Background: an optimization exercise with open tools, aiming at small area, a short achievable clock period and few clock cycles per item. Do not read the settings as production practice. Function was not checked in any run shown here: the RTL went through the layout flow alone. Power is estimated from default activity; no workload was simulated.

==> flow/design.v <==
module gsm7_septet (
    input  wire        clk,
    input  wire        rst,           
    input  wire        cmd_valid,
    output wire        cmd_ready,
    input  wire [2:0]  cmd_op,
    input  wire [15:0] cmd_len,
    input  wire [7:0]  cmd_hdr_len,
    input  wire        in_valid,
    output wire        in_ready,
    input  wire [31:0] in_data,
    output wire        out_valid,
    input  wire        out_ready,
    output wire [7:0]  out_data,
    output wire        res_valid,
    input  wire        res_ready,
    output wire [7:0]  res_err,
    output wire [7:0]  res_count
);
    reg         busy;        
    reg         crdy;        
    reg         rv;          
    reg         irdy;        
    reg         m_pack;      
    reg         m_hex;       
    reg         pre;         
    reg         more;        
    reg  [10:0] rem;         
    reg  [7:0]  cnt;         
    reg  [2:0]  hl;          
    reg         hexhi;       
    reg         skip;        
    reg  [4:0]  err;
    reg         sv;          
    reg  [7:0]  sq;          
    reg         sbad;        
    reg  [1:0]  sc;          
    reg         slo;         
    reg  [14:0] acc;         
    reg  [3:0]  k;           
    reg  [7:0]  od;          
    reg  [3:0]  lo;          
    reg         ov;          
    reg         olo;         
    function automatic [7:0] hexc(input [3:0] d);
        reg g;
        begin
            g = d[3] & (d[2] | d[1]);                    
            hexc = {1'b0, g, ~g, ~g, ~g & d[3],
                    g ? (d[2] & (d[1] | d[0])) : d[2],
                    g ? ~(d[1] ^ d[0]) : d[1],
                    d[0] ^ g};
        end
    endfunction
    wire len_big = (|cmd_len[15:11]) | (cmd_len[10] & (|cmd_len[9:0]));
    wire op_pack = (cmd_op == 3'd0);
    wire op_hdr  = (cmd_op == 3'd1);
    wire hl_big  = (|cmd_hdr_len[7:3]) | (&cmd_hdr_len[2:0]);
    wire n_255   = |cmd_len[10:8];
    wire n_248   = n_255 | ((&cmd_len[7:3]) & (|cmd_len[2:0]));
    reg  [4:0] pf;
    always @* begin
        if (cmd_op[2] & cmd_op[1])                     pf = 5'h10;
        else if (len_big)                              pf = 5'h12;
        else if (cmd_op == 3'd5)                       pf = 5'h03;
        else if (op_pack & n_255)                      pf = 5'h19;
        else if (op_hdr & hl_big)                      pf = 5'h17;
        else if (op_hdr & n_248)                       pf = 5'h19;
        else                                           pf = 5'h00;
    end
    wire pf_any  = (cmd_op[2] & cmd_op[1]) | len_big | (cmd_op == 3'd5) |
                   (op_pack & n_255) | (op_hdr & (hl_big | n_248));
    wire c_pre   = op_hdr & ~len_big & ~hl_big & ~n_248;
    wire c_more  = ~pf_any & (|cmd_len[10:0]);
    wire c_pack  = op_pack | op_hdr;
    wire [7:0] len7     = cmd_len[7:0] + 8'd7;
    wire [7:0] len_byte = op_hdr ? len7 : cmd_len[7:0];
    wire hl_nz   = |hl;
    wire auto_st = pre & ~hl_nz;                     
    wire pre_bit = pre & cnt[2] & cnt[1];            
    wire move    = sv & (~k[3] | slo);               
    wire sfree   = ~sv | move;
    wire done_in = ~pre & ~more & ~sv;
    wire flt   = |err;                               
    assign in_ready = irdy;
    wire fire  = in_valid & irdy;
    wire st1   = auto_st ? (skip | sfree) : fire;    
    wire sload = st1 & ~skip;                        
    wire commit = ~pre & ~m_pack & (~m_hex | hexhi);  
    wire hi24  = |in_data[31:8];
    wire c_dig = (in_data[7:4] == 4'h3) & (in_data[3:0] <= 4'h9);
    wire c_let = ~in_data[7] & in_data[6] & (in_data[4:3] == 2'b00) &
                 (in_data[2:0] != 3'd0) & (in_data[2:0] != 3'd7);
    wire [3:0] hv = {in_data[3] | in_data[6],
                     in_data[2] ^ (in_data[6] & in_data[1] & in_data[0]),
                     in_data[1] ^ (in_data[6] & in_data[0]),
                     in_data[0] ^ in_data[6]};
    wire [7:0] sx = auto_st ? 8'd0 :
                    (~pre & m_hex) ? (hexhi ? {4'd0, hv} : {hv, 4'd0}) : in_data[7:0];
    wire bad = (~pre & m_hex) ? ~(~hi24 & (c_dig | c_let)) :
               (hi24 | (~pre & m_pack & in_data[7]));
    wire [1:0] sw = pre ? {pre_bit, 1'b0} :
                    m_pack ? 2'd1 :
                    (m_hex & ~hexhi) ? 2'd3 : 2'd0;
    reg        s_fault;
    reg  [4:0] s_err;
    always @* begin
        s_fault = sbad; s_err = 5'h13;
        if (m_pack) begin
            if (sc == 2'd1) s_err = 5'h18;
        end else if (m_hex) begin
            s_err = 5'h15;
            if ((sc == 2'd3) & ~sbad & ~more) begin s_fault = 1'b1; s_err = 5'h16; end
        end
    end
    wire        k7  = &k[2:0];
    wire [14:0] ins = {7'd0, sq} << k[2:0];
    wire [14:0] tot = acc | (move ? ins : 15'd0);
    wire [3:0]  kw  = (sc == 2'd0) ? {1'b1, k[2:0]} :
                      (sc == 2'd1) ? ({1'b0, k[2:0]} + 4'd7) :
                      (sc == 2'd2) ? ({1'b0, k[2:0]} + 4'd1) : {1'b0, k[2:0]};
    wire [3:0]  kt  = move ? kw : k;
    wire hi_on  = ov & m_pack & ~olo;                
    wire ofree  = ~ov | (out_ready & ~hi_on);
    wire av_go  = (sc == 2'd0) | ((sc == 2'd1) & (|k[2:0])) | (((sc == 2'd2) | ~m_pack) & k7);
    wire av_no  = k[3] | (m_pack ? (done_in & (|k[2:0])) : k7);
    wire avail  = move ? av_go : av_no;
    wire load   = ofree & avail;
    wire left   = k[3] | (m_pack ? (|k[2:0]) : k7);      
    assign out_valid = ov;
    assign out_data  = od;
    assign res_valid = rv;
    assign res_err   = {3'd0, err};
    assign res_count = cnt;                           
    assign cmd_ready = crdy;
    wire take = ~busy & cmd_valid;
    wire pre_n  = pre & ~((pre_bit & st1) | (auto_st & skip));
    wire more_n = (fire & ~pre) ? (rem != 11'd1) : more;
    wire hlnz_n = (fire & pre) ? (hl != 3'd1) : hl_nz;
    wire cap_n  = sload & commit & (cnt == 8'd158);
    wire skip_n = skip | cap_n | (move & ~flt & s_fault);
    wire sv_n   = sload | (sv & ~move);
    wire slo_n  = sload ? (m_hex & hexhi) : slo;
    wire k3_n   = load ? (~m_pack & (&kt)) : kt[3];
    wire room_n = skip_n | ~sv_n | ~k3_n | slo_n;
    wire need_n = pre_n ? hlnz_n : more_n;
    always @(posedge clk) begin
        if (rst) begin
            busy <= 1'b0;
            crdy <= 1'b1;
            rv   <= 1'b0;
            ov   <= 1'b0;
            irdy <= 1'b0;
        end else if (take) begin
            busy <= 1'b1;
            crdy <= 1'b0;
            irdy <= c_pre ? (|cmd_hdr_len[2:0]) : c_more;
        end else if (busy) begin
            irdy <= need_n & room_n;
            if (ov & out_ready & ~hi_on)
                ov <= 1'b0;
            if (load)
                ov <= 1'b1;
            if (!rv && done_in && !left && ofree)
                rv <= 1'b1;
            if (rv && res_ready) begin
                rv   <= 1'b0;
                busy <= 1'b0;
                crdy <= 1'b1;
                irdy <= 1'b0;
            end
        end
    end
    always @(posedge clk) begin
        if (!busy) begin
            pre    <= c_pre;
            more   <= c_more;
            sv     <= 1'b0;
            m_pack <= c_pack;
            m_hex  <= (cmd_op == 3'd2);
            rem    <= cmd_len[10:0];
            cnt    <= 8'd0;
            hl     <= cmd_hdr_len[2:0];
            hexhi  <= 1'b0;
            skip   <= pf_any;
            err    <= pf;
            acc    <= {7'd0, len_byte & {8{c_pack}}};
            k      <= {c_pack, 3'd0};
        end else begin
            more <= more_n;
            pre  <= pre_n;
            if (sload)
                sv <= 1'b1;
            else if (move)
                sv <= 1'b0;
            if (fire & ~pre)
                rem <= rem - 11'd1;
            if (fire & pre) hl <= hl - 3'd1;
            if (m_hex & fire) hexhi <= ~hexhi;
            if (flt)
                cnt <= 8'd0;
            else if (pre ? (st1 & ~skip) : (sload & (m_pack | commit)))
                cnt <= cnt + ((~m_pack & (cnt[2:0] == 3'd6)) ? 8'd2 : 8'd1);
            if (cap_n)
                skip <= 1'b1;                           
            if (sload) begin
                sq   <= sx;
                sbad <= ~auto_st & bad;
                sc  <= sw;
                slo <= m_hex & hexhi;
            end
            if (move & ~flt & s_fault) begin            
                skip <= 1'b1;
                err  <= s_err;
            end
            if (ov & out_ready & hi_on)
                olo <= 1'b1;
            if (load | (out_ready & hi_on))
                od  <= m_pack ? hexc(hi_on ? lo : tot[7:4]) : {1'b0, tot[6:0]};
            if (load) begin
                lo  <= tot[3:0];
                olo <= 1'b0;
                if (m_pack) begin
                    acc <= {8'd0, tot[14:8]};
                    k   <= kt[3] ? {1'b0, kt[2:0]} : 4'd0;
                end else begin
                    acc <= {7'd0, tot[14:7]};
                    k   <= kt - 4'd7;
                end
            end else begin
                acc <= tot;
                k   <= kt;
            end
        end
    end
endmodule
==> flow/flow/run.sh <==
#!/bin/bash
# Standard layout, with plain buffers (not delay cells) on the ports.
set -euo pipefail
export BUFFER_PORTS_ARGS="-buffer_cell sky130_fd_sc_hd__buf_1"
bash standard.sh > standard.log 2>&1
==> flow/standard.sh <==
#!/bin/bash
# synth_recipe.tcl (not shown) runs the flow's synth.tcl, then flattens the netlist and writes it again
# the make line also repeats each setting of config.mk as NAME=value (left out here)
make -C /OpenROAD-flow-scripts/flow DESIGN_CONFIG=/design/flow/config.mk WORK_HOME=/design/flow/orfs CLKGATE_MAP_FILE= SYNTH_SCRIPT=/design/flow/synth_recipe.tcl "${@:-finish}"
==> flow/config.mk <==
export PLATFORM = sky130hd
export DESIGN_NAME = gsm7_septet
export DESIGN_NICKNAME = gsm7_septet
export VERILOG_FILES = /design/flow/design.v
export SDC_FILE = /design/flow/constraint.sdc
export NUM_CORES = 4
export LEC_CHECK = 0
export CAP_MARGIN = 20
export CORE_MARGIN = 2
export CORE_UTILIZATION = 60
export CTS_BUF_LIST = sky130_fd_sc_hd__clkbuf_8
export SETUP_SLACK_MARGIN = 4.1
export SLEW_MARGIN = 20
==> flow/constraint.sdc <==
create_clock -name core_clock -period 7.0 [get_ports {clk}]
set_input_delay 1.4000 -clock core_clock [delete_from_list [all_inputs] [get_ports {clk}]]
set_output_delay 1.4000 -clock core_clock [all_outputs]
set_load 0.01 [all_outputs]
==> results of run 1 <==
worst paths after layout:
check | from | slack (ps) | cells past startpoint | end
worst max-delay path | cmd_len[6] | 3740 | 8 | irdy
worst min-delay path | crdy | 500 | 2 | crdy
worst max register to register | k[1] | 4130 | 8 | irdy
worst min register to register | crdy | 500 | 2 | crdy
power by group through the flow:
stage / registers [uW] / clock network (uW) / logic, uW
floorplan: 565 / 0 / 114
global placement: 568 / 0 / 160
detailed placement: 569 / 0 / 166
CTS: 558 / 404 / 171
global route: 562 / 420 / 194
finish: 559 / 406 / 175
per-layer routing:
| metal | vias to the layer above | wire (um) |
|---|---|---|
| li1 | 2311 | - |
| met1 | 2292 | 5710 |
| met2 | 195 | 6660 |
| met3 | 25 | 875 |
| met4 | 0 | 241 |
| met5 | - | 0 |
logic make-up (layout without fill, tap and decap cells):
group,after synthesis,after routing,synth area share [%]
buffers and inverters,59,140,4.54
other,1,4,0.0721
XOR/XNOR,26,26,4.38
multiplexers,24,24,5.91
AND/OR/NAND/NOR,245,245,23.2
AO/OA/AOI/OAI,135,135,17.3
adder cells (fa/ha/maj),17,17,4.23
flip-flops,82,82,40.4
state kept, by name, indices dropped and copies added (netlist names), 2 cells and up:
name	cells
acc	15
rem	11
cnt	8
sq	8
od	7
err	5
k	4
lo	4
hl	3
sc	2
what timing repair did:
action	in CTS	in global routing
endpoints found under the setup margin	38	48
gates resized for setup	17	10
pin swaps	8	4
buffers inserted	5	1
critical path: stages:
cell	delay (ps)
buf_8	90
or4_4	530
or4_4	450
a2111oi_4	430
and3_4	250
a31oi_1	50
a2bb2oi_2	150
o32ai_2	180
cell usage in the layout, fill, tap and decap left out, types with 4 or more instances in the layout:
cell type,instances
inv_1,25
nand3b_1,4
nand2_1,53
conb_1,4
ha_1,16
clkbuf_8,9
o31ai_1,5
dfxtp_1,34
xnor2_1,14
edfxtp_1,46
o221ai_1,5
a21oi_1,44
o211ai_1,6
nand2b_1,9
buf_1,85
a31oi_1,10
o22ai_1,4
or3_1,5
nor2b_1,10
and3_1,7
nor3_1,18
nand3_1,21
and2_1,6
xor2_1,12
mux2i_1,15
o21ai_0,23
nor4_1,10
nor2_1,71
buf_4,9
mux4_2,5
nand4_1,5
layout make-up:
cell class / instances / area [um^2] / share of cell area, %
Clock buffer: 9 / 124 / 2.09
Clock inverter: 7 / 105 / 1.77
Inverter: 27 / 101 / 1.71
Multi-Input combinational cell: 451 / 2950 / 49.7
Sequential cell: 82 / 2100 / 35.5
Tap cell: 105 / 131 / 2.21
Timing Repair Buffer: 97 / 418 / 7.04
through the flow:
stage,util (%),setup WS [ps],cells
finish,71.5,3740,778
global route,71.5,3680,778
CTS,71.0,3690,777
detailed placement,67.1,3170,756
global placement,67.1,3260,756
floorplan,-,3510,592
==> metrics.md, run 1 <==
| Metric | Value |
|---|---|
| Total number of yosys warnings | 1 |
| Largest net degree at the start of global routing | between 50 and 60 |
| Total routing usage reported by global routing | ~29% |
| Average via count per standard cell | 6.20 |
| Count of pins on the block boundary | 93 |
| Sort of element at the end of the critical path | flip-flop |
| Post-synthesis instance area | roughly 0.0052 mm^2 |
| Number of nets in the layout | 750 |
| Pre-antenna DRT Iters | 6 |
| Number of rows in the core area | 33 |
| Gate count of the mapped netlist | 589 |
| Die area | 0.00943 mm^2 |
| H-tree depth | 3 |
| # Max-Cap Violations | 0 |
| Placer congestion estimate | 0.882 |
| Cell taking the most area after synthesis | edfxtp_1 |
| Shortest period the worst path allows | 3260 ps |
| Data arrival time at the worst-slack endpoint | 3540 ps |
| Effective utilization at floorplan | 62.7% |
| Detailed Place HPWL | 9.79 mm |
| CTS tree | built |
| Most frequently used cell type in the post-synthesis netlist | nor2_1 |
| Endpoint required time on the critical path | 7280 ps |
| Ratio of final minimum period to clock period | 46.6% |
| Setup repair after global routing missed its margin | true |
| Synth cell types | 70 |
| Met2 track utilization from global routing | about 47% |
| Count of flip-flops with a built-in enable after synthesis | 46 |
| Max-slew headroom | 33.3% |
| Proportion of power drawn by combinational gates | 15.3% |
| Fraction of synthesized cell area taken by the top area cell type | 26.5% |
| TritonCTS Sinks | 82 |
| Clock slew at reported path FFs | around 90 ps |
| Synth area leaders | edfxtp_1 (27%), dfxtp_1 (14%), nor2_1 (5.3%), a21oi_1 (4.3%), nand2_1 (3.9%) |
| Placed standard-cell area | 0.00557 mm^2 |
| Horizontal die dimension | 97.1 um |
| Cts bufs inserted | 9 |
| Average instance area after synthesis | 8.83 um^2 |
| Most instantiated cells after synthesis | nor2_1 (74), nand2_1 (54), edfxtp_1 (46), a21oi_1 (45), dfxtp_1 (36) |
| Antenna cells | 0 |
| # DRC | 0 |
| Minimum hold slack | 496 ps |
| Final Instance Area | 0.00593 mm^2 |
| Clock buffer depth | 2 |
| Routed via count | between 4000 and 5000 |
| Sequential-to-total area share from yosys stat | 40.4% |
| Power per standard cell area | a little under 200 mW/mm^2 |
| Area Growth Syn to Fin | 14.0% |
| Sequential share of power | 49.0% |
| Fraction of layout instances using a drive strength above 1 | 9.81% |
| Upper clock frequency limit | 307 MHz |
| Met1 layer usage reported by global route | 38.9% |
| Area of the core region | about 0.0083 mm^2 |
| Antenna violations before repair | 0 |
| Die height | between 90 and 100 um |
| Max Clock Skew | 16.0 ps |
| Peak-usage layer in the global routing report | met2 |
| Setup tns final | 0 ps |
| Count of hold-fix buffers inserted at cts | 0 |
| Clock root buffer master | clkbuf_8 |
| Fillers | 646 |
| Nature of the critical path startpoint | input pin |
| Total length of routed wires | 13.5 mm |
| Share of total power consumed by net switching | around 29% |
| Vias in the first global route | around 4600 |
| First-pass GRT wire length | approximately 22 mm |
| Clock power frac | 35.7% |
| Internal power summed over all cells | 812 uW |
| Global routing met3 resource utilization | 4.10% |
| Worst-Skew Late Latency | 370 ps |
| Net switching power | 328 uW |
| Main flop type after synthesis | edfxtp_1 |
| Transition at the pin with the smallest max-transition slack | 976 ps |
| Outcome | no timing/DRC/antenna violations |
| Number of DRC markers after the initial detailed-route iteration | 285 |
| Total power draw | 1140 uW |
| Antenna violation net count after detailed routing | 0 |
| Crit-path max FO | 5 |
| Type of the tightest min-delay check | reg -> reg |
| Number of input and output port buffers inserted | 88 |
| Synth async-reset ratio | 0% |
| GR Overflow Total | 0 |
| Total count of hold-check failures in the final report | 0 |
| Setup violations, final | 0 |
| Worst vdd ir | 0.0885 mV |
| Leakage Power | 0.00209 uW |
| Number of register bits inferred by synthesis | 82 |
| Max Slew Vio Count | 0 |
| Crit Path Category | in -> reg |
| Post-DR wirelength/cell | 17.3 um |
==> inputs of run 2 (changes only) <==
--- a/flow/design.v
+++ b/flow/design.v
@@ -156,3 +156,3 @@
             crdy <= 1'b0;
-            irdy <= c_pre ? (|cmd_hdr_len[2:0]) : c_more;
+            irdy <= op_hdr ? (|cmd_hdr_len[2:0]) : (|cmd_len[10:0]);
         end else if (busy) begin
--- a/flow/config.mk
+++ b/flow/config.mk
@@ -11,3 +11,3 @@
 export CTS_BUF_LIST = sky130_fd_sc_hd__clkbuf_8
-export SETUP_SLACK_MARGIN = 4.1
+export SETUP_SLACK_MARGIN = 4.3
 export SLEW_MARGIN = 20
==> run 2 against run 1 <==
Hold slack better by 2.8 ps. Fmax increased by 18%. Total power fell by 0.82%. Critical path depth decreased by 1. Die area grew 0.78%. Synthesized area is 0.82% higher. Clock power fell by 9.9%. Flip-flop and latch count stayed put. Core utilization is 1.1 points lower. Combinational power increased by 14%. Clock-buffer cell count unchanged. Sequential power grew 0.9%.
==> metrics.md, run 2 <==
| Metric | Value |
|---|---|
| Vias in the first global route | 4524 |
| Highest signal layer in the routed design | met4 |
| Transition at the pin with the smallest max-transition slack | approximately 710 ps |
| Ratio of final minimum period to clock period | 39.4% |
| Sequential share of power | 49.9% |
| Nature of the critical path startpoint | input pin |
| Number of nets in the layout | 761 |
| Proportion of power drawn by combinational gates | 17.7% |
| Detailed-routed wire length on met2 | 6.75 mm |
| Max incr delay on CP | approximately 510 ps |
| Sequential-to-total area share from yosys stat | 40.1% |
| Gate count of the mapped netlist | 598 |
| Data arrival time at the worst-slack endpoint | 2870 ps |
| Main flop type after synthesis | edfxtp_1 |
| Net switching power | 342 uW |
| Clock slew at reported path FFs | 90 ps |
| TritonCTS Sinks | 82 |
| Routed wl met3 | 863 um |
| Cell taking the most area after synthesis | edfxtp_1 |
| Antenna cells | 0 |
| Antenna violation net count after detailed routing | 0 |
| Biggest registers after layout | acc (15), rem (11) |
| Synth cell types | a little under 70 |
| Max-slew headroom | 52.0% |
| Multi-input combinational cell area | 0.00305 mm^2 |
| Met1 WL | 5.97 mm |
| Total routing usage reported by global routing | 28.5% |
| Pre-antenna DRT Iters | 5 |
| Number of rows in the core area | 34 |
| Share of total power consumed by net switching | 30.3% |
| Post-synthesis instance area | 0.00525 mm^2 |
| Placer congestion estimate | 0.863 |
| Max Clock Skew | 14.5 ps |
| # DRC | 0 |
| Most instantiated cells after synthesis | nor2_1 (74), nand2_1 (53), a21oi_1 (47), edfxtp_1 (46), dfxtp_1 (36) |
| Highest-delay cell along the critical path | or4_1 |
| Ordered cell list for the critical path | buf_1 -> or4_1 -> a311o_1 -> o21ai_2 -> o21ai_1 -> nand2b_1 -> o22ai_1 |
| Largest register by flop count | acc |
| Worst Setup Slack, final | 4240 ps |
| Sequential cell area | 0.00211 mm^2 |
| Largest delay share family, worst path | compound AO/OA/AOI/OAI gates |
| Setup violations, final | 0 |
| First-pass GRT wire length | 22.1 mm |
| Fraction of synthesized cell area taken by the top area cell type | 26.3% |
| Area Growth Syn to Fin | 15.3% |
| Die area | 0.00951 mm^2 |
| Total number of yosys warnings | 1 |
| Area of the core region | 0.00859 mm^2 |
| Crit-path max FO | 4 |
| Power per standard cell area | approximately 190 mW/mm^2 |
| Synth area leaders | edfxtp_1 (26%), dfxtp_1 (14%), nor2_1 (5.3%), a21oi_1 (4.5%), ha_1 (3.8%) |
| Number of DRC markers after the initial detailed-route iteration | 344 |
| Post-DR wirelength/cell | 17.4 um |
| Crit Path Category | in -> reg |
| H-tree depth | 3 |
| Sum of buffers and inverters on the critical path | 1 |
| Antenna violations before repair | 0 |
| Fillers | 684 |
| Endpoint required time on the critical path | 7110 ps |
| Synth async-reset ratio | 0% |
| Average instance area after synthesis | 8.77 um^2 |
| Horizontal die dimension | ~100 um |
| Number of cells on the worst reg-to-reg path | 9 |
| Fraction of layout instances using a drive strength above 1 | 12.6% |
| Critical Path Stages | 7 |
| Instance count along the most critical hold path | 2 |
| Most frequently used cell type in the post-synthesis netlist | nor2_1 |
| Number of register bits inferred by synthesis | 82 |
| Setup tns final | 0 ps |
| Max Slew Vio Count | 0 |
| Count of pins on the block boundary | 93 |
| Total length of routed wires | roughly 14 mm |
| Clock buffer depth | 2 |
| Post-Place Setup Slack | approximately 3300 ps |
| Sort of element at the end of the critical path | flip-flop |
| Average via count per standard cell | 6.11 |
| Worst-Skew Late Latency | 370 ps |
| Total count of hold-check failures in the final report | 0 |
| Detailed Place HPWL | 10.1 mm |
| Final Non-Filler Cells | 792 |
| Largest net degree at the start of global routing | 52 |
| CTS tree | built |
| Cts bufs inserted | 9 |
| Die height | just under 100 um |
| Leakage Power | 0.00210 uW |
| Total instance count after detailed placement | 766 |
| Leading cell type in the layout, fill and taps excluded | buf_1 |
| Max reg flops | 15 |
| Outcome | no timing/DRC/antenna violations |
| GR Overflow Total | 0 |
| Total power draw | 1130 uW |
| Number of input and output port buffers inserted | 88 |
| Leading cell types in the layout, fill and taps excluded | buf_1 (82), nor2_1 (71), nand2_1 (50) |
| Effective utilization at floorplan | 61.1% |
| Type of the tightest min-delay check | reg -> reg |
| Routed via count | a little under 5000 |
| Worst vdd ir | approximately 0.14 mV |
| Upper clock frequency limit | 362 MHz |
| Internal power summed over all cells | around 790 uW |
| Count of flip-flops with a built-in enable after synthesis | 46 |
| Setup repair after global routing missed its margin | true |
| Shortest period the worst path allows | 2760 ps |
| # Max-Cap Violations | 0 |
| Clock root buffer master | clkbuf_8 |
| Clock power frac | around a third |
run 2: final timing paths:
| path | startpoint | end | slack, ps |
|---|---|---|---|
| setup / recovery | cmd_hdr_len[4] | err[0] | 4240 |
| hold / removal | acc[12] | acc[12] | 500 |
| setup reg to reg | k[0] | od[1] | 4400 |
| hold reg to reg | acc[12] | acc[12] | 500 |
run 2: metrics by stage:
| stage | area, um^2 | hold slack [ps] | utilization, % |
|---|---|---|---|
| after floorplan | 5320 | 430 | - |
| after global placement | 5640 | 456 | 65.6 |
| after detailed placement | 5640 | 467 | 65.6 |
| after CTS | 5930 | 489 | 69.0 |
| after global routing | 6050 | 528 | 70.4 |
| final | 6050 | 499 | 70.4 |
run 2: area by class of cell:
type,instances,area share (%)
clock buffers,9,2.05
flip-flops and latches,82,34.9
inverters,24,1.82
multi-input cells,462,50.5
clock inverters,7,1.45
repair buffers,100,7.07
well taps,108,2.23
run 2: routing by layer:
metal  vias up  track usage, %
met5         -               0
met4         0            7.69
met3        21            5.47
met2       183            47.5
met1      2290            38.2
li1       2347               -
run 2: cells by family after synthesis:
| logic type | Yosys count | synth area share (%) |
|---|---|---|
| DFF | 82 | 40.1 |
| muxes | 24 | 5.01 |
| other | 1 | 0.0715 |
| AOI/OAI and AO/OA | 141 | 17.7 |
| adders and majority gates | 17 | 4.20 |
| xor gates and xnor gates | 26 | 4.34 |
| buffers and inverters | 57 | 4.75 |
| and+or+nand+nor | 250 | 23.8 |
run 2: power by group through the flow:
stage / clock, uW / combinational [uW] / sequential [uW]
after floorplan: 0 / 128 / 568
after global placement: 0 / 174 / 574
after detailed placement: 0 / 181 / 575
after CTS: 369 / 186 / 564
after global routing: 388 / 223 / 567
final: 366 / 200 / 564
run 2: what timing repair did:
action	in CTS	in global routing
pin swaps	3	6
gates cloned	0	0
hold buffers	0	0
endpoints found under the setup margin	56	30
buffers inserted	1	9
gates resized for setup	19	15
run 2: tightest hold or removal path, cell delays in order, from the launching register on:
cell     delay (ps)
dfxtp_1         320
a21oi_1          70
nor2_1           80
==> inputs of run 3 (changes only) <==
--- a/flow/design.v
+++ b/flow/design.v
@@ -23,2 +23,7 @@
     reg         irdy;        
+    reg         fst;         
+    reg         hbig;        
+    reg         fbad;        
+    reg         foth;        
+    reg         lbig;        
     reg         m_pack;      
@@ -58,18 +63,7 @@
     wire hl_big  = (|cmd_hdr_len[7:3]) | (&cmd_hdr_len[2:0]);
-    wire n_255   = |cmd_len[10:8];
-    wire n_248   = n_255 | ((&cmd_len[7:3]) & (|cmd_len[2:0]));
-    reg  [4:0] pf;
-    always @* begin
-        if (cmd_op[2] & cmd_op[1])                     pf = 5'h10;
-        else if (len_big)                              pf = 5'h12;
-        else if (cmd_op == 3'd5)                       pf = 5'h03;
-        else if (op_pack & n_255)                      pf = 5'h19;
-        else if (op_hdr & hl_big)                      pf = 5'h17;
-        else if (op_hdr & n_248)                       pf = 5'h19;
-        else                                           pf = 5'h00;
-    end
-    wire pf_any  = (cmd_op[2] & cmd_op[1]) | len_big | (cmd_op == 3'd5) |
-                   (op_pack & n_255) | (op_hdr & (hl_big | n_248));
-    wire c_pre   = op_hdr & ~len_big & ~hl_big & ~n_248;
-    wire c_more  = ~pf_any & (|cmd_len[10:0]);
+    wire f1      = fbad | lbig | foth;
+    wire r_248   = (|rem[10:8]) | ((&rem[7:3]) & (|rem[2:0]));
+    wire p2      = fst & (f1 | (pre ? (hbig | r_248) : (m_pack & (|rem[10:8]))));
+    wire [4:0] e2 = fbad ? 5'h10 : lbig ? 5'h12 : foth ? 5'h03 :
+                    (pre & hbig) ? 5'h17 : 5'h19;
     wire c_pack  = op_pack | op_hdr;
@@ -136,7 +130,7 @@
     wire take = ~busy & cmd_valid;
-    wire pre_n  = pre & ~((pre_bit & st1) | (auto_st & skip));
-    wire more_n = (fire & ~pre) ? (rem != 11'd1) : more;
+    wire pre_n  = pre & ~((pre_bit & st1) | (auto_st & skip)) & ~p2;
+    wire more_n = ((fire & ~pre) ? (rem != 11'd1) : more) & ~p2;
     wire hlnz_n = (fire & pre) ? (hl != 3'd1) : hl_nz;
     wire cap_n  = sload & commit & (cnt == 8'd158);
-    wire skip_n = skip | cap_n | (move & ~flt & s_fault);
+    wire skip_n = skip | cap_n | (move & ~flt & s_fault) | p2;
     wire sv_n   = sload | (sv & ~move);
@@ -175,5 +169,10 @@
         if (!busy) begin
-            pre    <= c_pre;
-            more   <= c_more;
+            pre    <= op_hdr;
+            more   <= |cmd_len[10:0];
             sv     <= 1'b0;
+            fst    <= 1'b1;
+            hbig   <= hl_big;
+            fbad   <= cmd_op[2] & cmd_op[1];
+            foth   <= (cmd_op == 3'd5);
+            lbig   <= len_big;
             m_pack <= c_pack;
@@ -184,4 +183,4 @@
             hexhi  <= 1'b0;
-            skip   <= pf_any;
-            err    <= pf;
+            skip   <= 1'b0;
+            err    <= 5'h00;
             acc    <= {7'd0, len_byte & {8{c_pack}}};
@@ -189,2 +188,7 @@
         end else begin
+            fst  <= 1'b0;
+            if (p2) begin
+                skip <= 1'b1;
+                err  <= e2;
+            end
             more <= more_n;
@@ -205,3 +209,3 @@
                 skip <= 1'b1;                           
-            if (sload) begin
+            if (sfree) begin                            
                 sq   <= sx;
--- a/flow/config.mk
+++ b/flow/config.mk
@@ -11,3 +11,3 @@
 export CTS_BUF_LIST = sky130_fd_sc_hd__clkbuf_8
-export SETUP_SLACK_MARGIN = 4.3
+export SETUP_SLACK_MARGIN = 4.7
 export SLEW_MARGIN = 20
==> run 3 against run 2 <==
Largest cell class unchanged. Clock skew is 1.5 ps higher. First-iteration DRC count is 24% lower. Core utilization is 5.2 points higher. Synthesized area is 5.9% higher. Highest routed layer unchanged. Via count is 7.0% higher. Clock-buffer cell count stayed put. Synthesized cell count is 3.8% higher. Critical endpoint is now acc[1].
==> metrics.md, run 3 <==
| Metric | Value |
|---|---|
| Outcome | no timing/DRC/antenna violations |
| Average instance area after synthesis | 8.95 um^2 |
| Post-DR wirelength/cell | 17.2 um |
| # Max-Cap Violations | 0 |
| Count of hold-fix buffers inserted at cts | 0 |
| Synth area leaders | edfxtp_1 (24%), dfxtp_1 (15%), nor2_1 (5.3%), a21oi_1 (4.7%), ha_1 (3.6%) |
| Fraction of layout instances using a drive strength above 1 | 25.9% |
| Antenna violation net count after detailed routing | 0 |
| Clock buffer depth | 2 |
| Total number of yosys warnings | 1 |
| CTS tree | built |
| Area of the core region | 0.00911 mm^2 |
| Type of the tightest min-delay check | reg -> reg |
| H-tree depth | 3 |
| Biggest registers after layout | acc (15), rem (11) |
| Worst-Skew Late Latency | 370 ps |
| Gate count of the mapped netlist | between 600 and 700 |
| Main flop type after synthesis | edfxtp_1 |
| Cts bufs inserted | 9 |
| Cell taking the most area after synthesis | edfxtp_1 |
| Setup violations, final | 0 |
| Most frequently used cell type in the post-synthesis netlist | nor2_1 |
| Setup tns final | 0 ps |
| Placer congestion estimate | 0.956 |
| Crit Path Category | in -> reg |
| Upper clock frequency limit | 407 MHz |
| Die height | ~100 um |
| Final Non-Filler Cells | 851 |
| Antenna violations before repair | 0 |
| Sort of element at the end of the critical path | flip-flop |
| First-pass GRT wire length | about 23 mm |
| Number of input and output port buffers inserted | 88 |
| Total instance count after detailed placement | just under 800 |
| Leading cell type in the layout, fill and taps excluded | nor2_1 |
| Shortest period the worst path allows | between 2000 and 2500 ps |
| Highest-delay cell along the critical path | a311oi_4 |
| Placed standard-cell area | 0.00598 mm^2 |
| TritonCTS Sinks | slightly below 90 |
| Clock root buffer master | clkbuf_8 |
| Worst vdd ir | between 0.1 and 0.15 mV |
| Post-synthesis instance area | roughly 0.0056 mm^2 |
| Detailed Place HPWL | 10.1 mm |
| Number of register bits inferred by synthesis | 87 |
| Fraction of synthesized cell area taken by the top area cell type | between 20% and 30% |
| Synth async-reset ratio | 0% |
| Horizontal die dimension | approximately 100 um |
| Max incr delay on CP | 270 ps |
| Count of pins on the block boundary | just over 90 |
| Crit-path max FO | 7 |
| Ordered cell list for the critical path | buf_8 -> inv_8 -> o21a_4 -> a311oi_4 -> clkinv_4 -> buf_12 -> nor2_8 -> o21ai_1 -> o221ai_1 |
| Data arrival time at the worst-slack endpoint | approximately 2800 ps |
| Ratio of final minimum period to clock period | 35.1% |
| GR Overflow Total | 0 |
| Most instantiated cells after synthesis | nor2_1 (78), a21oi_1 (52), nand2_1 (46), edfxtp_1 (44), dfxtp_1 (43) |
| Max Clock Skew | roughly 16 ps |
| Vias in the first global route | between 4000 and 5000 |
| Number of DRC markers after the initial detailed-route iteration | 261 |
| Routed via count | 5182 |
| Total count of hold-check failures in the final report | 0 |
| Leading cell types in the layout, fill and taps excluded | nor2_1 (74), buf_1 (58), a21oi_1 (45) |
| Power per standard cell area | about 190 mW/mm^2 |
| Count of flip-flops with a built-in enable after synthesis | 44 |
| Average via count per standard cell | roughly 6.1 |
| Total routing usage reported by global routing | 29.1% |
| Effective utilization at floorplan | between 60 and 70% |
| Largest delay share family, worst path | compound AO/OA/AOI/OAI gates |
| Nature of the critical path startpoint | input pin |
| Max reg flops | 15 |
| Setup repair after global routing missed its margin | true |
| Pre-antenna DRT Iters | 5 |
| Max-slew headroom | ~56% |
| Total length of routed wires | 14.7 mm |
| Sequential-to-total area share from yosys stat | 39.3% |
| Final Instance Area | 0.00689 mm^2 |
| Number of rows in the core area | 35 |
| Synth cell types | between 80 and 90 |
| Leakage Power | between 0.002 and 0.003 uW |
| Area Growth Syn to Fin | 24.0% |
| Sum of buffers and inverters on the critical path | 4 |
| Die area | 0.0100 mm^2 |
| Endpoint required time on the critical path | 7290 ps |
| Max Slew Vio Count | 0 |
| Number of nets in the layout | 817 |
| # DRC | 0 |
| Antenna cells | 0 |
| Largest register by flop count | acc |
| Transition at the pin with the smallest max-transition slack | 653 ps |
| Largest net degree at the start of global routing | 44 |
| Clock slew at reported path FFs | 100 ps |
-- run 3: cell types whose count changed after synthesis, moves of 6 or more --
cell	change
nand2_1	-7
o22ai_1	-6
nor2b_1	-6
dfxtp_1	+7
-- run 3: per-layer routing --
| layer | vias to the layer above | GRT usage (%) | routed length (um) |
|---|---|---|---|
| met4 | 0 | 9.91 | 284 |
| li1 | 2509 | - | - |
| met3 | 31 | 5.15 | 763 |
| met2 | 173 | 47.2 | 7090 |
| met5 | - | 0 | 0 |
| met1 | 2469 | 39.4 | 6510 |
-- run 3: logic make-up after synthesis --
| logic type | Yosys count | share of synthesized area [%] |
|---|---|---|
| AND/OR/NAND/NOR | 250 | 23.4 |
| AO/OA/AOI/OAI | 154 | 18.9 |
| flip-flops | 87 | 39.3 |
| buffers and inverters | 64 | 5.47 |
| XOR/XNOR | 24 | 3.78 |
| multiplexers | 24 | 5.13 |
| adder cells (fa/ha/maj) | 17 | 3.96 |
| other | 1 | 0.0675 |
-- run 3: timing repair --
item / 4_1_cts / 5_1_grt
setup endpoints to repair: 80 / 64
resized for setup: 67 / 51
hold endpoints to repair: 0 / 0
cloned: 1 / 1
pin swaps: 17 / 19
buffers inserted: 17 / 27
-- run 3: power breakdown --
| part | internal [uW] | total (uW) | leakage, uW | switching (uW) |
|---|---|---|---|---|
| registers | 574 | 609 | 0.000786 | 34.9 |
| logic | 124 | 288 | 0.00170 | 165 |
| clock network | 205 | 405 | 0.000108 | 199 |
-- run 3: worst paths after layout --
kind,startpoint,slack [ps],endpoint,cells after the start
worst max-delay path,out_ready,4540,acc[1],9
worst min-delay path,rv,470,busy,1
worst max register to register,k[0],4670,acc[1],10
worst min register to register,rv,470,busy,1
-- run 3: area by class of cell --
cell class	instances	area, um^2
Clock inverter	7	104
Timing Repair Buffer	135	761
Timing Repair inverter	1	7.51
Fill cell	709	2220
Sequential cell	87	2230
Tap cell	111	139
Clock buffer	9	124
Multi-Input combinational cell	474	3390
Inverter	27	134
-- run 3: metrics by stage --
step / power, uW / utilization (%) / hold slack (ps) / worst slack (ps)
finish: 1300 / 75.6 / 467 / 4540
global route: 1350 / 75.6 / 492 / 4470
CTS: 1270 / 71.6 / 486 / 4550
detailed placement: 850 / 65.6 / 460 / 3650
global placement: 842 / 65.6 / 458 / 3700
floorplan: 788 / - / 434 / 4350
==> inputs of run 4 (changes only) <==
--- a/flow/config.mk
+++ b/flow/config.mk
@@ -11,3 +11,3 @@
 export CTS_BUF_LIST = sky130_fd_sc_hd__clkbuf_8
-export SETUP_SLACK_MARGIN = 4.7
+export SETUP_SLACK_MARGIN = 4.3
 export SLEW_MARGIN = 20
==> run 4 against run 3 <==
Register-to-register slack got worse by 160 ps. Synthesized area did not move. Via count fell by 3.7%. Largest cell class unchanged. Sequential share of layout area rose by 3.3 points. Die area did not move. Clock power barely moved. Cell count fell by 5.4%. Synthesized cell count did not move. First-iteration DRC count rose by 16%.
==> metrics.md, run 4 <==
| Metric | Value |
|---|---|
| Outcome | no timing/DRC/antenna violations |
| Vias in the first global route | 4463 |
| Clock slew at reported path FFs | 100 ps |
| CTS tree | built |
| Worst vdd ir | 0.112 mV |
| Post-synthesis instance area | 0.00556 mm^2 |
| Final Instance Area | approximately 0.0061 mm^2 |
| Main flop type after synthesis | edfxtp_1 |
| Pre-antenna DRT Iters | 5 |
| Shortest period the worst path allows | between 2000 and 3000 ps |
| Average instance area after synthesis | 8.95 um^2 |
| Leading cell type in the layout, fill and taps excluded | buf_1 |
| Gate count of the mapped netlist | 621 |
| Total length of routed wires | around 14 mm |
| Leakage Power | about 0.0022 uW |
| Beginning of the critical path | out_ready |
| First-pass GRT wire length | approximately 22 mm |
| Type of the tightest min-delay check | reg -> reg |
| Count of flip-flops with a built-in enable after synthesis | 44 |
| Placer congestion estimate | around 0.9 |
| Sequential-to-total area share from yosys stat | between 30 and 40% |
| Number of input and output port buffers inserted | 88 |
| Max Slew Vio Count | 0 |
| Crit-path max FO | 13 |
| Number of rows in the core area | 35 |
| Setup violations, final | 0 |
| Cts bufs inserted | 9 |
| Synth area leaders | edfxtp_1 (24%), dfxtp_1 (15%), nor2_1 (5.3%), a21oi_1 (4.7%), ha_1 (3.6%) |
| Area of the core region | 0.00911 mm^2 |
| Nature of the critical path startpoint | input pin |
| Number of register bits inferred by synthesis | 87 |
| Clock buffer depth | 2 |
| R2r endpoint | k[2] |
| Detailed Place HPWL | just over 10 mm |
| Largest register by flop count | acc |
| Post-DR wirelength/cell | 17.0 um |
| GR Overflow Total | 0 |
| Launch point of the worst reg-to-reg path | k[1] |
| Largest net degree at the start of global routing | 43 |
| Setup tns final | 0 ps |
| Crit Path Category | in -> reg |
| Leading cell types in the layout, fill and taps excluded | buf_1 (88), nor2_1 (77), a21oi_1 (50) |
| Antenna violations before repair | 0 |
| Number of cells on the worst reg-to-reg path | 9 |
| Endpoint required time on the critical path | 7260 ps |
| Antenna cells | 0 |
| Most instantiated cells after synthesis | nor2_1 (78), a21oi_1 (52), nand2_1 (46), edfxtp_1 (44), dfxtp_1 (43) |
| Count of hold-fix buffers inserted at cts | 0 |
| Antenna violation net count after detailed routing | 0 |
| Max-slew headroom | 30.1% |
| Horizontal die dimension | 100 um |
| Most frequently used cell type in the post-synthesis netlist | nor2_1 |
| Effective utilization at floorplan | 61.0% |
| Synth async-reset ratio | 0% |
| Biggest registers after layout | acc (15), rem (11) |
| Average via count per standard cell | approximately 6.2 |
| Area Growth Syn to Fin | 10.5% |
| Setup repair after global routing missed its margin | false |
| Synth cell types | 83 |
| Die height | 100 um |
| Fraction of layout instances using a drive strength above 1 | 8.50% |
| Die area | ~0.01 mm^2 |
| Sort of element at the end of the critical path | flip-flop |
| Upper clock frequency limit | about 390 MHz |
| # DRC | 0 |
| Power per standard cell area | slightly above 200 mW/mm^2 |
| Critical Path End | acc[2] |
| # Max-Cap Violations | 0 |
| Total number of yosys warnings | 1 |
| FF-to-FF setup slack | 4510 ps |
| Number of nets in the layout | 771 |
| Worst-Skew Late Latency | 370 ps |
| Placed standard-cell area | 0.00587 mm^2 |
| Total power draw | 1240 uW |
| Cell taking the most area after synthesis | edfxtp_1 |
| Total routing usage reported by global routing | 27.7% |
| Max reg flops | 15 |
| Data arrival time at the worst-slack endpoint | 2860 ps |
| Routed via count | approximately 5000 |
| Transition at the pin with the smallest max-transition slack | 1040 ps |
| TritonCTS Sinks | 87 |
| H-tree depth | 3 |
| Total count of hold-check failures in the final report | 0 |
| Count of pins on the block boundary | 93 |
| Clock root buffer master | clkbuf_8 |
| Ratio of final minimum period to clock period | 37.0% |
| Max Clock Skew | about 22 ps |
| Fraction of synthesized cell area taken by the top area cell type | 23.8% |
| Number of DRC markers after the initial detailed-route iteration | 303 |
[run 4: cell types whose count changed in the layout (fill, tap and decap cells not counted), sizes merged]
cell,delta
inv,+1
clkbuf,-13
buf,-31
clkinvlp,-3
nor2,-1
clkinv,+1
[run 4: timing repair]
item | CTS | global route
gates resized for setup | 5 | 8
setup endpoints to repair | 33 | 22
buffers inserted | 0 | 0
[run 4: worst min-delay path by stage]
stage / start / endpoint / slack (ps) / cells after the start
2_1_floorplan: acc[12] / acc[12] / 430 / 2
3_3_place_gp: acc[12] / acc[12] / 460 / 2
3_5_place_dp: acc[14] / acc[14] / 460 / 2
4_1_cts: acc[14] / acc[14] / 480 / 2
5_1_grt: acc[14] / acc[14] / 500 / 2
6_report: acc[12] / acc[12] / 490 / 2
[run 4: routing by layer]
layer	global-route usage [%]	part of all wire, %	up-vias
met5	0	0	-
met4	9.80	1.9	0
met3	3.62	5.8	25
met1	39.0	45	2364
li1	-	-	2409
met2	44.2	47	191
[run 4: area by class of cell]
class,count,area [um^2]
clock buffers,9,124
clock inverters,7,106
fillers,758,2970
inverters,27,105
multi-input cells,473,3120
flip-flops and latches,87,2190
well taps,111,139
repair buffers,91,353
[run 4: metrics by stage]
| stage | std cells | utilization (%) | hold slack (ps) | worst slack, ps |
|---|---|---|---|---|
| 2_1_floorplan | 624 | - | 434 | 4330 |
| 3_3_place_gp | 789 | 64.4 | 458 | 3780 |
| 3_5_place_dp | 789 | 64.4 | 459 | 3720 |
| 4_1_cts | 805 | 67.1 | 482 | 4340 |
| 5_1_grt | 805 | 67.4 | 500 | 4300 |
| 6_report | 805 | 67.4 | 486 | 4410 |
[run 4: cell families (layout without fill, tap and decap cells)]
family / Yosys count / after routing / synth area share, %
buffers and inverters: 64 / 134 / 5.47
XOR/XNOR: 24 / 24 / 3.78
adder cells (fa/ha/maj): 17 / 17 / 3.96
other: 1 / 4 / 0.0675
AND/OR/NAND/NOR: 250 / 250 / 23.4
flip-flops: 87 / 87 / 39.3
multiplexers: 24 / 24 / 5.13
AO/OA/AOI/OAI: 154 / 154 / 18.9
[run 4: power by group]
part / switching, uW / internal (uW) / total (uW)
Clock: 199 / 205 / 404
Combinational: 141 / 88.2 / 229
Sequential: 35.6 / 576 / 612
[run 4: critical path, stage by stage]
cell      delay [ps]
buf_1            120
inv_1             50
o21a_1           230
a311oi_4         330
inv_4            160
nand2_4          180
o22ai_1          110
a311o_1          270
==> inputs of run 5 (changes only) <==
--- a/flow/config.mk
+++ b/flow/config.mk
@@ -7,2 +7,3 @@
 export LEC_CHECK = 0
+export ABC_AREA = 1
 export CAP_MARGIN = 20
==> run 5 against run 4 <==
Routed wire length fell by 1.9%. Hold slack lost 4.2 ps. Flip-flop and latch count unchanged. Total power down 6.1%. Highest routed layer unchanged. Final area shrank 2.1%. Clock skew fell by 10 ps. Synthesized area decreased by 2.7%.
==> metrics.md, run 5 <==
| Metric | Value |
|---|---|
| Leakage Power | 0.00250 uW |
| GR Overflow Total | 0 |
| Placed standard-cell area | slightly below 0.006 mm^2 |
| Final Instance Area | 0.00601 mm^2 |
| Number of nets in the layout | 905 |
| Nature of the critical path startpoint | input pin |
| Type of the tightest min-delay check | reg -> reg |
| Fraction of layout instances using a drive strength above 1 | 6.88% |
| Outcome | no timing/DRC/antenna violations |
| Origin of the worst min-delay path | foth |
| Total number of yosys warnings | 1 |
| Average via count per standard cell | 5.58 |
| Most frequently used cell type in the post-synthesis netlist | nand2_1 |
| H-tree depth | 3 |
| Most instantiated cells after synthesis | nand2_1 (174), inv_1 (95), nor2_1 (68), nand3_1 (61), o21ai_0 (53) |
| Max Clock Skew | 11.6 ps |
| Die height | 98.9 um |
| Average instance area after synthesis | 7.35 um^2 |
| Count of pins on the block boundary | 93 |
| Crit Path Category | in -> reg |
| Max Slew Vio Count | 0 |
| Setup tns final | 0 ps |
| Effective utilization at floorplan | approximately 62% |
| TritonCTS Sinks | 87 |
| Launch point of the worst reg-to-reg path | k[1] |
| Data arrival time at the worst-slack endpoint | approximately 2500 ps |
| Vias in the first global route | between 4000 and 5000 |
| Antenna violations before repair | 0 |
| Placer congestion estimate | 0.906 |
| Total count of hold-check failures in the final report | 0 |
| Endpoint required time on the critical path | between 6000 and 7000 ps |
| Antenna cells | 0 |
| Fraction of synthesized cell area taken by the top area cell type | about 24% |
| Pre-antenna DRT Iters | 5 |
| Post-Place Setup Slack | 4100 ps |
| Post-DR wirelength/cell | 14.3 um |
| CTS tree | built |
| Minimum hold slack | around 480 ps |
| Total instance count after detailed placement | 917 |
| Area Growth Syn to Fin | 11.1% |
| Largest net degree at the start of global routing | 41 |
| Antenna violation net count after detailed routing | 0 |
| Post-synthesis instance area | 0.00541 mm^2 |
| FF-to-FF setup slack | 4610 ps |
| Power per standard cell area | approximately 200 mW/mm^2 |
| Max-slew headroom | 30.6% |
| Routed via count | 5221 |
| Clock slew at reported path FFs | approximately 100 ps |
| Beginning of the critical path | in_valid |
| Number of input and output port buffers inserted | about 90 |
| Synth cell types | 52 |
| Biggest registers after layout | acc (15), rem (11) |
| Worst Setup Slack, final | 4490 ps |
| Main flop type after synthesis | edfxtp_1 |
| Detailed Place HPWL | 10.3 mm |
| Upper clock frequency limit | 398 MHz |
| Count of flip-flops with a built-in enable after synthesis | 44 |
| Die area | 0.00979 mm^2 |
| Cell taking the most area after synthesis | edfxtp_1 |
| Setup repair after global routing missed its margin | false |
| Cts bufs inserted | 9 |
| Clock root buffer master | clkbuf_8 |
| Synth area leaders | edfxtp_1 (24%), dfxtp_1 (16%), nand2_1 (12%), inv_1 (6.6%), nand3_1 (5.6%) |
| # Max-Cap Violations | 0 |
| Leading cell type in the layout, fill and taps excluded | nand2_1 |
| Number of DRC markers after the initial detailed-route iteration | 260 |
| First-pass GRT wire length | 22.6 mm |
| Worst-Skew Late Latency | 370 ps |
| Sequential-to-total area share from yosys stat | between 40% and 50% |
| Clock buffer depth | 2 |
| Total routing usage reported by global routing | about 28% |
| Transition at the pin with the smallest max-transition slack | 1030 ps |
| Final Non-Filler Cells | 936 |
| Leading cell types in the layout, fill and taps excluded | nand2_1 (174), inv_1 (94), buf_1 (88) |
| Horizontal die dimension | 98.9 um |
| Number of register bits inferred by synthesis | 87 |
| Count of hold-fix buffers inserted at cts | 0 |
| Ratio of final minimum period to clock period | 35.9% |
| # DRC | 0 |
| Gate count of the mapped netlist | 736 |
| Shortest period the worst path allows | between 2000 and 3000 ps |
| Synth async-reset ratio | 0% |
| Worst vdd ir | between 0.1 and 0.15 mV |
| Area of the core region | 0.00872 mm^2 |
| Crit-path max FO | 11 |
| Setup violations, final | 0 |
| Largest register by flop count | acc |
| Total length of routed wires | 13.4 mm |
| Max reg flops | 15 |
| Fillers | 747 |
| Sort of element at the end of the critical path | flip-flop |
| Number of rows in the core area | 34 |
[run 5: layout make-up]
class / instances / area, um^2 / area share, %
multi-input cells: 529 / 2740 / 45.7
flip-flops and latches: 87 / 2180 / 36.4
inverters: 103 / 390 / 6.50
repair buffers: 93 / 368 / 6.12
well taps: 108 / 135 / 2.25
clock buffers: 9 / 124 / 2.06
clock inverters: 7 / 62.6 / 1.04
[run 5: path summary, 6_finish.rpt]
path	endpoint	cells after the start
worst max register to register	od[3]	7
worst max-delay path	rem[0]	3
worst min-delay path	err[4]	1
worst min register to register	err[4]	1
[run 5: cell families after synthesis]
group | count (synthesis) | share of synthesized area [%]
simple gates | 365 | 30.3
other cells | 1 | 0.0694
buf+inv | 123 | 9.23
compound gates | 131 | 13.9
mux | 1 | 0.185
flops | 87 | 40.4
fa+ha+maj | 17 | 4.07
xor+xnor | 11 | 1.92
[run 5: power by group]
part / total (uW) / switching [uW] / internal (uW)
logic: 221 / 149 / 72.2
registers: 603 / 26.1 / 577
clock network: 344 / 206 / 137
total: 1170 / 381 / 787
[run 5: through the flow]
step | power, uW | util [%]
finish | 1170 | 68.9
global route | 1230 | 68.9
CTS | 1170 | 68.5
floorplan | 764 | -
global placement | 823 | 66.3
detailed placement | 831 | 66.3
[run 5: critical path, cell delays in order]
cell     delay, ps
buf_1          120
nand2_1        150
o21ai_1        830
[run 5: per-layer routing]
layer	part of all wire, %	global-route usage, %	up-vias
met5	0	0	-
met4	2.7	11.7	0
met3	5.9	3.69	33
met2	48	46.3	199
met1	44	38.4	2370
li1	-	-	2619
[run 5: what timing repair did]
item	in CTS	in global routing
setup buffers	0	3
resized for setup	0	4
setup endpoints to repair	0	10
==> inputs of run 6 (changes only) <==
--- a/flow/config.mk
+++ b/flow/config.mk
@@ -12,3 +12,3 @@
 export CTS_BUF_LIST = sky130_fd_sc_hd__clkbuf_8
-export SETUP_SLACK_MARGIN = 4.3
+export SETUP_SLACK_MARGIN = 4.5
 export SLEW_MARGIN = 20
==> run 6 against run 5 <==
Still clean. Cell count is 0.32% higher. Flip-flop and latch count stayed put. Via count hardly changed. Routed wire length is 0.58% higher. Fmax is 5.2% higher. Critical path depth is 6 higher. Clock skew is 1.5 ps higher. Sequential power hardly changed. Final area is 0.75% higher. Clock power hardly changed.
==> metrics.md, run 6 <==
| Metric | Value |
|---|---|
| GR Overflow Total | 0 |
| Vias in the first global route | 4920 |
| Max Clock Skew | 13.1 ps |
| Effective utilization at floorplan | 62.0% |
| Most instantiated cells after synthesis | nand2_1 (174), inv_1 (95), nor2_1 (68), nand3_1 (61), o21ai_0 (53) |
| Die height | 98.9 um |
| Worst vdd ir | around 0.13 mV |
| Max reg flops | 15 |
| H-tree depth | 3 |
| Dominant combinational cell family by area after synthesis | simple AND/OR/NAND/NOR gates |
| Fraction of synthesized cell area taken by the top area cell type | 24.4% |
| Data arrival time at the worst-slack endpoint | about 2600 ps |
| Leakage Power | 0.00252 uW |
| Outcome | no timing/DRC/antenna violations |
| Placer congestion estimate | 0.906 |
| Leading cell type in the layout, fill and taps excluded | nand2_1 |
| Critical Path End | cnt[4] |
| Ordered cell list for the critical path | buf_1 -> nand2_2 -> nand2_2 -> a21boi_2 -> nand3_2 -> nor2_2 -> inv_1 -> nor3_1 -> nor3_1 |
| Shortest period the worst path allows | approximately 2400 ps |
| R2r endpoint | irdy |
| Average instance area after synthesis | 7.35 um^2 |
| Fraction of synthesized cell area in xor and xnor cells | 1.92% |
| Minimum hold slack | 483 ps |
| Gate count of the mapped netlist | between 700 and 800 |
| Power per standard cell area | 194 mW/mm^2 |
| Antenna violations before repair | 0 |
| Crit-path max FO | 6 |
| Instance count along the most critical hold path | 2 |
| Most frequently used cell type in the post-synthesis netlist | nand2_1 |
| Routed via count | 5219 |
| Max-slew headroom | 57.7% |
| Fillers | 738 |
| Upper clock frequency limit | between 400 and 500 MHz |
| Number of register bits inferred by synthesis | 87 |
| Main flop type after synthesis | edfxtp_1 |
| Post-DR wirelength/cell | 14.4 um |
| Die area | about 0.01 mm^2 |
| Average via count per standard cell | around 5.6 |
| Count of pins on the block boundary | 93 |
| Beginning of the critical path | in_valid |
| Pre-antenna DRT Iters | 5 |
| Cts bufs inserted | 9 |
| Largest register by flop count | acc |
| Antenna cells | 0 |
| # Max-Cap Violations | 0 |
| Number of input and output port buffers inserted | 88 |
| Setup violations, final | 0 |
| Horizontal die dimension | 98.9 um |
| Sequential-to-total area share from yosys stat | between 40 and 50% |
| Synth cell types | 52 |
| Max incr delay on CP | 210 ps |
| Post-synthesis mux area share | 0.185% |
| Post-synthesis instance area | 0.00541 mm^2 |
| Fraction of the mapped netlist area in compound gates | 13.9% |
| Count of flip-flops with a built-in enable after synthesis | 44 |
| # DRC | 0 |
| TritonCTS Sinks | 87 |
| Launch point of the worst reg-to-reg path | k[1] |
| Clock buffer depth | 2 |
| Transition at the pin with the smallest max-transition slack | 632 ps |
| Max Slew Vio Count | 0 |
| Total number of yosys warnings | 1 |
| Clock slew at reported path FFs | ~100 ps |
| Number of DRC markers after the initial detailed-route iteration | 266 |
| Worst-Skew Late Latency | 370 ps |
| Sort of element at the end of the critical path | flip-flop |
| Clock root buffer master | clkbuf_8 |
| Synth async-reset ratio | 0% |
| Highest-delay cell along the critical path | a21boi_2 |
| Endpoint required time on the critical path | 7260 ps |
| FF-to-FF setup slack | around 4700 ps |
| Antenna violation net count after detailed routing | 0 |
| Ratio of final minimum period to clock period | about a third |
| Cell taking the most area after synthesis | edfxtp_1 |
| Largest net degree at the start of global routing | 41 |
| Biggest registers after layout | acc (15), rem (11) |
| Area of the core region | between 0.008 and 0.009 mm^2 |
| Number of nets in the layout | approximately 910 |
| Setup tns final | 0 ps |
| Arithmetic-cell share of the synthesized area counting full adders, half adders and majority gates | under 10% |
| Synth Area in Simple Gates | 30.3% |
| Type of the tightest min-delay check | reg -> reg |
| Area Growth Syn to Fin | 11.9% |
| Number of cells on the worst reg-to-reg path | 14 |
| Synth area leaders | edfxtp_1 (24%), dfxtp_1 (16%), nand2_1 (12%), inv_1 (6.6%), nand3_1 (5.6%) |
| Leading cell types in the layout, fill and taps excluded | nand2_1 (172), inv_1 (94), buf_1 (88) |
| Fraction of layout instances using a drive strength above 1 | 7.82% |
| Nature of the critical path startpoint | input pin |
| Total length of routed wires | 13.5 mm |
| First-pass GRT wire length | 22.7 mm |
| Crit Path Category | in -> reg |
| Total routing usage reported by global routing | 28.5% |
| CTS tree | built |
| Setup repair after global routing missed its margin | true |
| Total count of hold-check failures in the final report | 0 |
| Number of rows in the core area | 34 |
| Detailed Place HPWL | 10.3 mm |
==> run 6: cell counts after synthesis <==
Identical to the previous run, type by type.
==> run 6: kinds of logic (layout without fill, tap and decap cells) <==
| logic type | Yosys count | in the layout |
|---|---|---|
| other | 1 | 4 |
| flip-flops | 87 | 87 |
| XOR/XNOR | 11 | 11 |
| AO/OA/AOI/OAI | 131 | 131 |
| buffers and inverters | 123 | 215 |
| multiplexers | 1 | 1 |
| AND/OR/NAND/NOR | 365 | 365 |
| adder cells (fa/ha/maj) | 17 | 17 |
==> run 6: power breakdown <==
group	internal (uW)	switching (uW)
registers	577	26.5
logic	73.7	150
clock network	137	207
==> run 6: how the worst min path moves through the flow <==
stage / endpoint / startpoint
finish: cnt[7] / cnt[7]
global route: err[4] / foth
CTS: err[4] / foth
detailed placement: err[4] / foth
global placement: err[4] / foth
floorplan: err[4] / foth
==> run 6: stage by stage <==
step	worst slack (ps)	instances	area (um^2)	utilization [%]	power [uW]
after detailed placement	4100	917	5790	66.3	831
after floorplan	4520	739	5420	-	764
final	4610	939	6050	69.4	1170
after CTS	4530	933	5990	68.6	1170
after global routing	4430	939	6050	69.4	1230
after global placement	4160	917	5790	66.3	823
==> run 6: cell type report <==
type / instances / area [um^2] / share of cell area, %
Multi-Input combinational cell: 529 / 2760 / 45.7
Sequential cell: 87 / 2190 / 36.1
Tap cell: 108 / 135 / 2.23
Inverter: 103 / 390 / 6.45
Clock inverter: 7 / 62.6 / 1.03
Clock buffer: 9 / 124 / 2.05
Timing Repair Buffer: 96 / 390 / 6.45
==> run 6: worst max-delay path, delay by kind of cell <==
kind,cells,cell delay (ps)
and+or+nand+nor,6,800
buffers and inverters,2,230
AOI/OAI and AO/OA,1,210
==> run 6: metal layers <==
metal / up-vias / track usage, % / wire length, um
li1: 2624 / - / -
met1: 2388 / 38.5 / 6020
met2: 176 / 46.6 / 6440
met3: 31 / 3.69 / 688
met4: 0 / 11.7 / 357
met5: - / 0 / 0
==> run 6: timing repair <==
item	CTS	global route
hold buffers	0	0
gates resized for setup	3	7
setup buffers	0	6
setup endpoints to repair	19	23
pin swaps	0	2
==> inputs of run 7 (changes only) <==
--- a/flow/config.mk
+++ b/flow/config.mk
@@ -7,3 +7,2 @@
 export LEC_CHECK = 0
-export ABC_AREA = 1
 export CAP_MARGIN = 20
==> run 7 against run 6 <==
Still clean on timing, DRC and antenna. Worst setup slack worse by 120 ps. Synthesized area up 2.8%. Total power up 8.3%. Clock power rose by 17%. Sequential power up 1%. Clock skew rose by 4.5 ps. Hold slack got worse by 2.3 ps. Largest cell class unchanged.
==> metrics.md, run 7 <==
| Metric | Value |
|---|---|
| Hold Crit Endpoint | acc[14] |
| Number of rows in the core area | 35 |
| # Max-Cap Violations | 0 |
| Max-slew headroom | 54.9% |
| Origin of the worst min-delay path | acc[14] |
| Antenna cells | 0 |
| Biggest registers after layout | acc (15), rem (11) |
| Setup repair after global routing missed its margin | true |
| Leading cell type in the layout, fill and taps excluded | buf_1 |
| Synth async-reset ratio | 0% |
| GR Overflow Total | 0 |
| Area of the core region | ~0.009 mm^2 |
| Detailed Place HPWL | 10.2 mm |
| Sort of element at the end of the critical path | flip-flop |
| Count of hold-fix buffers inserted at cts | 0 |
| Type of the tightest min-delay check | reg -> reg |
| Fraction of synthesized cell area taken by the top area cell type | 23.8% |
| Average instance area after synthesis | between 8 and 9 um^2 |
| # DRC | 0 |
| Largest register by flop count | acc |
| Worst-Skew Late Latency | 360 ps |
| Average via count per standard cell | ~6 |
| Antenna violation net count after detailed routing | 0 |
| Count of flip-flops with a built-in enable after synthesis | 44 |
| Instance count along the most critical hold path | 2 |
| Antenna violations before repair | 0 |
| Max incr delay on CP | roughly 340 ps |
| Dominant combinational cell family by area after synthesis | simple AND/OR/NAND/NOR gates |
| Fraction of layout instances using a drive strength above 1 | approximately an eighth |
| Die height | 100 um |
| Highest-delay cell along the critical path | a311oi_4 |
| Data arrival time at the worst-slack endpoint | ~2800 ps |
| Vias in the first global route | 4536 |
| Outcome | no timing/DRC/antenna violations |
| Synth Area in Simple Gates | about a quarter |
| Worst vdd ir | 0.119 mV |
| Core utilization of the finished layout | 70.1% |
| Transition at the pin with the smallest max-transition slack | 677 ps |
| Placer congestion estimate | 0.922 |
| Sequential-to-total area share from yosys stat | 39.3% |
| Pre-antenna DRT Iters | 7 |
| Arithmetic-cell share of the synthesized area counting full adders, half adders and majority gates | 3.96% |
| H-tree depth | 3 |
| Total instance count after detailed placement | 789 |
| Fraction of synthesized cell area in xor and xnor cells | 3.78% |
| Gate count of the mapped netlist | a little over 600 |
| Max reg flops | 15 |
| Post-DR wirelength/cell | around 17 um |
| Total routing usage reported by global routing | roughly 28% |
| Total count of hold-check failures in the final report | 0 |
| Number of register bits inferred by synthesis | 87 |
| Cell taking the most area after synthesis | edfxtp_1 |
| R2r endpoint | k[2] |
| Total length of routed wires | about 14 mm |
| Number of nets in the layout | slightly below 800 |
| Placed standard-cell area | 0.00592 mm^2 |
| Count of pins on the block boundary | 93 |
| Area Growth Syn to Fin | 15.0% |
| Endpoint required time on the critical path | 7250 ps |
| Main flop type after synthesis | edfxtp_1 |
| Final Instance Area | 0.00639 mm^2 |
| Ordered cell list for the critical path | buf_8 -> inv_8 -> o21a_4 -> a311oi_4 -> clkinv_4 -> nand2_4 -> o22ai_1 -> a311o_1 |
| Clock buffer depth | 2 |
| Shortest period the worst path allows | 2510 ps |
| Max Slew Vio Count | 0 |
| Largest net degree at the start of global routing | 44 |
| Horizontal die dimension | 100 um |
| Post-synthesis mux area share | 5.14% |
| Routed via count | just over 5000 |
| Number of cells on the worst reg-to-reg path | 10 |
| Setup tns final | 0 ps |
| Total power draw | 1270 uW |
| Fraction of the mapped netlist area in compound gates | 18.9% |
| Number of DRC markers after the initial detailed-route iteration | 334 |
| Max Clock Skew | 17.6 ps |
| Cts bufs inserted | 9 |
| Setup violations, final | 0 |
| Synth area leaders | edfxtp_1 (24%), dfxtp_1 (15%), nor2_1 (5.3%), a21oi_1 (4.7%), ha_1 (3.6%) |
| Number of input and output port buffers inserted | 88 |
| FF-to-FF setup slack | about 4500 ps |
| Power per standard cell area | 199 mW/mm^2 |
| CTS tree | built |
| Launch point of the worst reg-to-reg path | k[1] |
| Crit Path Category | in -> reg |
| Leading cell types in the layout, fill and taps excluded | buf_1 (87), nor2_1 (77), a21oi_1 (49) |
| Synth cell types | between 80 and 90 |
| Post-synthesis instance area | 0.00556 mm^2 |
| Die area | 0.0100 mm^2 |
| Total number of yosys warnings | 1 |
| Clock slew at reported path FFs | 90 ps |
| Leakage Power | 0.00228 uW |
| Crit-path max FO | 13 |
| Upper clock frequency limit | 398 MHz |
| Clock root buffer master | clkbuf_8 |
| Ratio of final minimum period to clock period | 35.9% |
| First-pass GRT wire length | around 23 mm |
| Final Non-Filler Cells | around 820 |
| Nature of the critical path startpoint | input pin |
| Most frequently used cell type in the post-synthesis netlist | nor2_1 |
| Most instantiated cells after synthesis | nor2_1 (78), a21oi_1 (52), nand2_1 (46), edfxtp_1 (44), dfxtp_1 (43) |
| TritonCTS Sinks | 87 |
| Effective utilization at floorplan | 61.0% |
## run 7: how the worst max path moves through the flow
stage / start / to / slack, ps
after floorplan: out_ready / od[0] / 4350
after global placement: out_ready / acc[2] / 3700
after detailed placement: out_ready / acc[2] / 3630
after CTS: out_ready / acc[2] / 4460
after global routing: k[1] / irdy / 4420
final: out_ready / acc[2] / 4490
## run 7: critical path: cells and delay by family
family / cells / cell delay (ps)
buffers and inverters: 3 / 270
AO/OA/AOI/OAI: 4 / 920
AND/OR/NAND/NOR: 1 / 170
## run 7: final cells by class
type                    instances  area, um^2
clock buffers                   9         124
clock inverters                 7         101
fillers                       758        2720
inverters                      27         123
multi-input cells             474        3250
flip-flops and latches         87        2190
well taps                     111         139
repair buffers                102         450
repair inverters                1        6.26
## run 7: per-layer routing
layer / global-route usage (%) / vias up / part of all wire [%]
met3: 4.60 / 29 / 5.3
met1: 38.8 / 2372 / 44
li1: - / 2445 / -
met5: 0 / - / 0
met2: 45.6 / 180 / 49
met4: 8.96 / 0 / 1.9
## run 7: repair_timing
action,in CTS,in global routing
cloned,0,2
setup endpoints to repair,56,34
gates resized for setup,14,23
buffers inserted,3,8
pin swaps,2,5
## run 7: kinds of logic (layout without fill, tap and decap cells)
| group | Yosys count | after routing |
|---|---|---|
| flip-flops | 87 | 87 |
| XOR/XNOR | 24 | 24 |
| buffers and inverters | 64 | 146 |
| AND/OR/NAND/NOR | 250 | 251 |
| multiplexers | 24 | 24 |
| adder cells (fa/ha/maj) | 17 | 17 |
| other | 1 | 4 |
| AO/OA/AOI/OAI | 154 | 154 |
## run 7: stage by stage
stage | setup WS (ps) | hold WS, ps
2_1_floorplan | 4350 | 434
3_5_place_dp | 3630 | 461
4_1_cts | 4460 | 483
6_report | 4490 | 481
5_1_grt | 4420 | 519
3_3_place_gp | 3700 | 454
## run 7: power breakdown
part           switching (uW)  internal [uW]  total [uW]  leakage [uW]
Combinational             152            102         254       0.00139
Sequential               34.1            575         610      0.000776
Clock                     199            206         404      0.000114

==> afterwards: timing with drivers on the ports <==
The flow's constraints put no driver on any port. The routed layouts listed below were extracted and timed again, unchanged, in two steps. Step 1: set_driving_cell puts a clkbuf_16 on clk and a buf_2 on each other input, an assumption about the parent block. Step 2 moves the port delays by t, midway between the first and last clock arrival at a register: inputs arrive t later, outputs are due t later. That takes back most of the time a late clock gives input paths. a / b / c = ideal ports / drivers / drivers and shift; a / b = the first two.
run | shift t [ns] | setup WS [ns] | clock arrival spread, ns
run 1 | 0.401 | 3.741 / 3.734 / 3.333 | 0.016 / 0.016
run 2 | 0.396 | 4.240 / 4.253 / 3.857 | 0.016 / 0.016
run 3 | 0.400 | 4.541 / 4.521 / 4.121 | 0.016 / 0.016
run 4 | 0.391 | 4.408 / 4.421 / 4.030 | 0.022 / 0.022
run 5 | 0.395 | 4.489 / 4.501 / 4.106 | 0.011 / 0.012
run 6 | 0.396 | 4.614 / 4.587 / 4.230 | 0.013 / 0.013
run 7 | 0.392 | 4.490 / 4.475 / 4.083 | 0.019 / 0.019
After both steps setup and hold are still met in every run listed. The setup slack of run 3, which loses most, moves by -0.020 ns with the drivers and by -0.420 ns with both steps.
